Source: an optimization exercise on an open RTL-to-GDS flow (aim: small area, a short achievable clock period and few clock cycles per item). Production flows keep margins and buffers that such runs may drop.
RTL that was checked went through simulation tests only; none was proved equivalent to the original.
Power and IR drop assume default switching activity.

## lagoon
Design lotus_codec, start of the top module:
module lotus_codec (
    input  wire         clk,
    input  wire         rst,
    input  wire         in_valid,
    output wire         in_ready,
    input  wire         in_op,
    input  wire [3:0]   in_j,
    input  wire [3:0]   in_t,
    input  wire [63:0]  in_value,
    input  wire [127:0] in_data,
    input  wire [4:0]   in_len,
    output wire         out_valid,
    input  wire         out_ready,
    output wire [2:0]   out_status,
    output wire [63:0]  out_value,
    output wire [127:0] out_code,
    output wire [7:0]   out_bits
);
clock: 13.0 ns
lec_check: 0
abc_clock_period_in_ps: 6000
cap_margin: 20
core_margin: 2
core_utilization: 55
setup_slack_margin: 5
slew_margin: 20
run.sh (not shown) runs the stock make flow with config.mk's settings and CLKGATE_MAP_FILE= SYNTH_SCRIPT=/design/flow/synth_recipe.tcl, a recipe that flattens the netlist after the stock synthesis.
Testbench counts of lagoon, summed over its fixed seeds: cycles 4,816, items 4,800.
For onyx, these inputs were changed with respect to lagoon:
--- a/flow/design.v
+++ b/flow/design.v
@@ -96,13 +96,13 @@
                        big0 ? ST_TOOBIG : ST_OK;
     wire [8:0] nbj = {1'b0, in_len, 3'b000} - {5'd0, j};    
     reg [15:0] pr, fz;
     reg        pfx;
     always @(*) begin
         for (i = 0; i < 15; i = i + 1)
-            pr[i] = !sj[2 * i] && sj[2 * i + 1] && (!nbj[8] && nbj >= 2 * i + 2) && (i < t);
+            pr[i] = !sj[2 * i] && sj[2 * i + 1] && ($signed(nbj) >= 2 * i + 2) && (i < t);
         pr[15] = 1'b0;
         pfx = go;
         fz[0] = !go || !pr[0];
         for (i = 1; i < 16; i = i + 1) begin
             pfx = pfx & pr[i - 1];
             fz[i] = pfx & !pr[i];
Findings:
lagoon and onyx ended up with roughly the same net count reported at finish.
Going from lagoon to onyx, number of non-clock inverters in the layout shrank by more than 10%.
Sort lagoon and onyx by wire length, ascending, and onyx comes first.
The logic gate share of total power number comes out higher for lagoon vs onyx.
Taking lagoon as the reference point, the total net switching power of onyx falls by 1.5%.
lagoon has a lower utilization after layout than onyx.
Re count of non-CTS buffers in the layout: lagoon was higher than onyx.
Compared with lagoon, in onyx sequential cell count of the final layout shows no meaningful change; fraction of standard cell area that is sequential shows an increase of 0.16 points.
The RTL of onyx was laid out without a check of its function.

---

## run Z
Another version of the RTL of lotus_codec (not shown whole).
Size in the first run: ~430 flip-flops, ~420 I/O pins, ~43000 um2 of cells after synthesis.
clock: 13.0 ns
lec_check: 0
cap_margin: 20
core_margin: 2
core_utilization: 55
slew_margin: 20
standard.sh (not shown) runs the stock make flow with config.mk's settings and CLKGATE_MAP_FILE= SYNTH_SCRIPT=/design/flow/synth_recipe.tcl, a recipe that flattens the netlist after the stock synthesis.
==> flow/flow/run.sh <==
#!/bin/bash
# The standard layout with two changes to how it is made (the design's clock
# period and constraints are unchanged):
# - timing repair aims 7.0 ns below the clock period;
# - the port buffers are sky130_fd_sc_hd__buf_2 (every port still gets one).
set -euo pipefail
bash standard.sh SETUP_SLACK_MARGIN=7.0 "BUFFER_PORTS_ARGS=-buffer_cell sky130_fd_sc_hd__buf_2" finish > standard.log 2>&1
Run Z | stages: all done | timing, DRC, antenna: all pass
Testbench counts of run Z, summed over its fixed seeds: cycles 4,824, items 4,800.
Input changes introduced in run G (baseline for comparison: run Z):
--- a/flow/design.v
+++ b/flow/design.v
@@ -135,42 +135,41 @@
         for (i = 0; i < 16; i = i + 1)
             for (k = 0; k < 4; k = k + 1)
                 if (fz[i] && (t == i + k)) remf[k] = 1'b1;
     end
     reg         r_op;
     reg [127:0] r_x;        
     reg [3:0]   r_j, r_t;
-    reg         r_wl4, r_wl28;
     reg [2:0]   r_st;       
     reg [6:0]   r_w;        
     reg [6:2]   r_a;        
-    reg [6:0]   r_nqj;      
-    reg [8:0]   r_nbj;      
+    reg [4:0]   r_len;
     reg [3:0]   r_n;        
     reg [10:0]  r_W;
     reg [3:0]   r_remf;
     always @(posedge clk) begin
         if (adv) begin
             r_op   <= in_op;
             r_x    <= in_op ? in_data : {63'd0, m2top, m2};
             r_j    <= j;
             r_t    <= t;
-            r_wl4  <= wl4;
-            r_wl28 <= wl28;
             r_st   <= in_op ? d_st0 : e_st;
             r_w    <= in_op ? js[6:0] + 7'd1 : pw_e;
             for (i = 2; i <= 6; i = i + 1) r_a[i] <= (js == i - 1);
-            r_nqj  <= 7'd107 - {3'd0, j};
-            r_nbj  <= nbj;
+            r_len  <= in_len;
             r_n    <= n;
             r_W    <= W;
             r_remf <= remf;
         end
     end
-    wire wl64 = !r_wl4 && !r_wl28;
+    wire r_wl4  = (r_j == 4'd1) && (r_t == 4'd1);
+    wire r_wl28 = ((r_j == 4'd1) && (r_t == 4'd2)) || ((r_j == 4'd2) && (r_t == 4'd1));
+    wire wl64   = !r_wl4 && !r_wl28;
+    wire [6:0] r_nqj = 7'd107 - {3'd0, r_j};                 
+    wire [8:0] r_nbj = {1'b0, r_len, 3'b000} - {5'd0, r_j};   
     wire [6:0] pwb = r_w;
     reg  [3:0] kw;
     always @(*) begin
         if (pwb <= 7'd4)       kw = (r_t == 4'd1) ? 4'd2 : 4'd4;
         else if (pwb <= 7'd12) kw = (r_t == 4'd1) ? 4'd3 : 4'd5;
         else if (pwb <= 7'd28) kw = (r_t == 4'd1) ? 4'd4 : 4'd6;
         else if (pwb <= 7'd60) kw = (r_t == 4'd1) ? 4'd5 : 4'd8;
## What came out
Run G gives less number of iterations in the first detailed-routing pass than run Z did.
As far as count of endpoints failing setup in the final report goes, run G and run Z are indistinguishable; the numbers are identical.
Sort run G and run Z by final cell area excluding filler cells asc -> top: run G
Of run G and run Z, the higher clock sink count belongs to run Z.
Compared with run Z, run G shows a lower final standard cell utilization of the core.
From run Z to run G the numbers moved as follows: final clock skew saw little to no change; multi-input gate share of total cell area saw an increase.
Testbench counts of run G, summed over its fixed seeds: cycles 4,824, items 4,800.

==> re-timing with driven ports <==
No port has a modelled driver above. Below, the same layouts with a new extraction and two added sets of constraints.
Step 1, drivers: a clkbuf_16 drives clk and a buf_2 each remaining input, both assumed.
Step 2 also shifts input and output timing later by t, the mid clock arrival at the registers, as if the neighbouring blocks saw the same clock.
Slacks: no drivers / after step 1 / after step 2; pairs: no drivers / after step 1.
| run | t, ns | slack for setup (ns) | latest minus earliest clock arrival (ns) | slew at the worst register clock pin (ns) |
|---|---|---|---|---|
| lagoon | 0.632 | 5.199 / 5.128 / 4.663 | 0.032 / 0.032 | 0.07 / 0.07 |
| onyx | 0.621 | 5.016 / 5.061 / 4.439 | 0.027 / 0.027 | 0.08 / 0.08 |
| run Z | 0.689 | 6.977 / 6.977 / 6.428 | 0.059 / 0.058 | 0.07 / 0.07 |
| run G | 0.685 | 7.027 / 7.005 / 6.420 | 0.056 / 0.056 | 0.08 / 0.08 |
After both steps setup and hold are still met in every run listed. The setup slack of run G, which loses most, moves by -0.022 ns with the drivers and by -0.607 ns with both steps.
